Source: an optimization exercise on an open RTL-to-GDS flow (aim: small area, a short achievable clock period and few clock cycles). Production flows keep margins and buffers that such runs may drop. RTL that was checked went through simulation tests only; none was proved equivalent to the original.

## job 101
Design lep_crc16, start of the top module:
module lep_crc16 (
    input  wire        clk,
    input  wire        rst,
    input  wire        host_req,
    input  wire        host_we,
    input  wire [11:0] host_addr,
    input  wire [31:0] host_wdata,
    output wire [31:0] host_rdata,
    output wire        host_ready,
    output wire        mem_re,
    output wire        mem_we,
    output wire [9:0]  mem_addr,
    output reg  [3:0]  mem_be,
    output wire [31:0] mem_wdata,
    input  wire [31:0] mem_rdata
);
make LEC_CHECK=0 CAP_MARGIN=20 CORE_MARGIN=2 CORE_UTILIZATION=55 CTS_BUF_LIST='sky130_fd_sc_hd__clkbuf_4 sky130_fd_sc_hd__clkbuf_8' PLACE_DENSITY=0.7 SETUP_SLACK_MARGIN=3.4 SLEW_MARGIN=20 finish   # period 8.0 ns
run.sh (not shown) runs the stock make flow with config.mk's settings and CLKGATE_MAP_FILE= SYNTH_SCRIPT=/design/flow/synth_recipe.tcl, a recipe that flattens the netlist after the stock synthesis.
Testbench counts of job 101, summed over its fixed seeds: cycles 71,064.
Edits applied to the flow inputs when going from job 101 to job 102:
-- flow/design.v --
<<< job 101, line 206
    wire       idle      = s_idle;
    wire       cmd_write = host_req && host_we && (reg_idx == R_CMD);
    reg [31:0] rd_lo;
    always @(*) begin
        case (host_addr[5:2])
            4'd1:    rd_lo = {28'd0, status_err};
            4'd2:    rd_lo = {30'd0, ctrl};
            4'd3:    rd_lo = src_addr;
            4'd4:    rd_lo = src_len;
            4'd5:    rd_lo = dst_addr;
            4'd6:    rd_lo = dst_cap;
            4'd7:    rd_lo = {19'd0, out_len};
            4'd8:    rd_lo = {30'd0, crc_var};
            4'd9:    rd_lo = {16'd0, crc_c};
            4'd10:   rd_lo = {16'd0, crc_result};
            default: rd_lo = 32'd0;
        endcase
    end
    assign host_rdata = rd_lo & {32{host_addr[11:6] == 6'd0}};
    wire [2:0] d_op     = host_wdata[2:0];
    wire       d_known  = (host_wdata[7:3] == 5'd0);
>>> job 102, line 206
    wire       idle      = s_idle;
    wire       cmd_write = host_req && host_we && (reg_idx == R_CMD);
    reg        rsv;
    reg  [3:0] raddr;
    wire       addr_hz = (host_addr[11:6] == 6'd0);
    wire       fast_hit = addr_hz && ((host_addr[5:2] == 4'd1) || (host_addr[5:2] == 4'd7) ||
                                      (host_addr[5:2] == 4'd9) || (host_addr[5:2] == 4'd10));
    wire [15:0] rd_fast = host_addr[5] ? (host_addr[3] ? {crc_result} : {crc_c}) :
                                         (host_addr[3] ? {3'd0, out_len} : {12'd0, status_err});
    reg [31:0] rd_slow;
    always @(*) begin
        case (raddr)
            4'd1:    rd_slow = {28'd0, status_err};
            4'd2:    rd_slow = {30'd0, ctrl};
            4'd3:    rd_slow = src_addr;
            4'd4:    rd_slow = src_len;
            4'd5:    rd_slow = dst_addr;
            4'd6:    rd_slow = dst_cap;
            4'd7:    rd_slow = {19'd0, out_len};
            4'd8:    rd_slow = {30'd0, crc_var};
            4'd9:    rd_slow = {16'd0, crc_c};
            4'd10:   rd_slow = {16'd0, crc_result};
            default: rd_slow = 32'd0;
        endcase
    end
    assign host_rdata = rsv ? rd_slow : {16'd0, rd_fast};
    wire [2:0] d_op     = host_wdata[2:0];
    wire       d_known  = (host_wdata[7:3] == 5'd0);
<<< job 101, line 337
                      (fin_item && (pp == 2'd2)));
    wire done      = done_exec || done_run;
    assign host_ready = (s_idle && !cmd_write) || done;
    wire src_wr = s_idle && host_req && host_we && (reg_idx == R_SRC_ADDR);
    always @(posedge clk) begin
        rv1 <= rd_now;
        if (rv1) prev <= mem_rdata[31:8];
        if (s_idle)
            rd_ptr <= cmd_write ? rd_ptr + 10'd1 : src_wr ? host_wdata[11:2] : src_addr[11:2];
        else if (done)
>>> job 102, line 344
                      (fin_item && (pp == 2'd2)));
    wire done      = done_exec || done_run;
    assign host_ready = done || (s_idle && (host_we ? (reg_idx != R_CMD) : (fast_hit || rsv)));
    wire src_wr = s_idle && host_req && host_we && (reg_idx == R_SRC_ADDR);
    always @(posedge clk) begin
        rv1 <= rd_now;
        if (rv1) prev <= mem_rdata[31:8];
        rsv   <= !rst && s_idle && host_req && !host_we && !fast_hit && !rsv;
        raddr <= addr_hz ? host_addr[5:2] : 4'd0;
        if (rst)
            rd_ptr <= 10'd0;
        else if (s_idle)
            rd_ptr <= cmd_write ? rd_ptr + 10'd1 : src_wr ? host_wdata[11:2] : src_addr[11:2];
        else if (done)
Findings:
Any difference in average detailed-routed wire length per instance between job 101 and job 102 is small enough to ignore.
Routed wire length deteriorates in job 102 relative to job 101.
Clock-cell share of area: higher on job 102
Slowest cell on the critical path: clkdlybuf4s50_1 -> job 102, a222oi_1 -> job 101
On fraction of the cycle the final worst path needs: between job 101 and job 102, it ends up lower for job 101.
The design area reported for job 102 is greater than that of job 101 by 390 um^2.
The final reports for job 102 and job 101 show global routing met1 resource utilization higher in the former.
Number of standard cells after synthesis: job 102 > job 101
Utilization after layout (lower): job 102
No functional check of the RTL was part of job 102.

## what the ideal ports hide
How much do the figures lean on ideal ports? The routed layouts below were timed once more, with nothing changed but the port constraints.
Step 1 (the two cells are an assumption about what drives the block):
set clk [get_ports {clk}]
set_driving_cell -lib_cell sky130_fd_sc_hd__clkbuf_16 $clk
set_driving_cell -lib_cell sky130_fd_sc_hd__buf_2 [delete_from_list [all_inputs] $clk]
Step 2 adds t to the input delays and takes it off the output delays; t is the mean of the earliest and latest rising clock arrival at the registers after step 1. Input paths then give back, and output paths get back, about the clock's delay inside the block.
a / b / c = ideal ports / drivers / drivers and shift; a / b = the first two.
run | t (ns) | setup WS [ns] | worst hold slack (ns) | worst setup path after step 2 | worst register clock-pin slew, ns
job 101 | 0.717 | 3.328 / 3.268 / 2.865 | 0.477 / 0.477 / 0.477 | input to register | 0.07 / 0.07
job 102 | 0.738 | 3.254 / 3.221 / 2.910 | 0.469 / 0.469 / 0.469 | input to register | 0.08 / 0.08
After both steps every run listed still meets setup and hold. For job 101, which loses most, drivers alone change the setup slack by -0.060 ns; drivers and shift together by -0.463 ns.
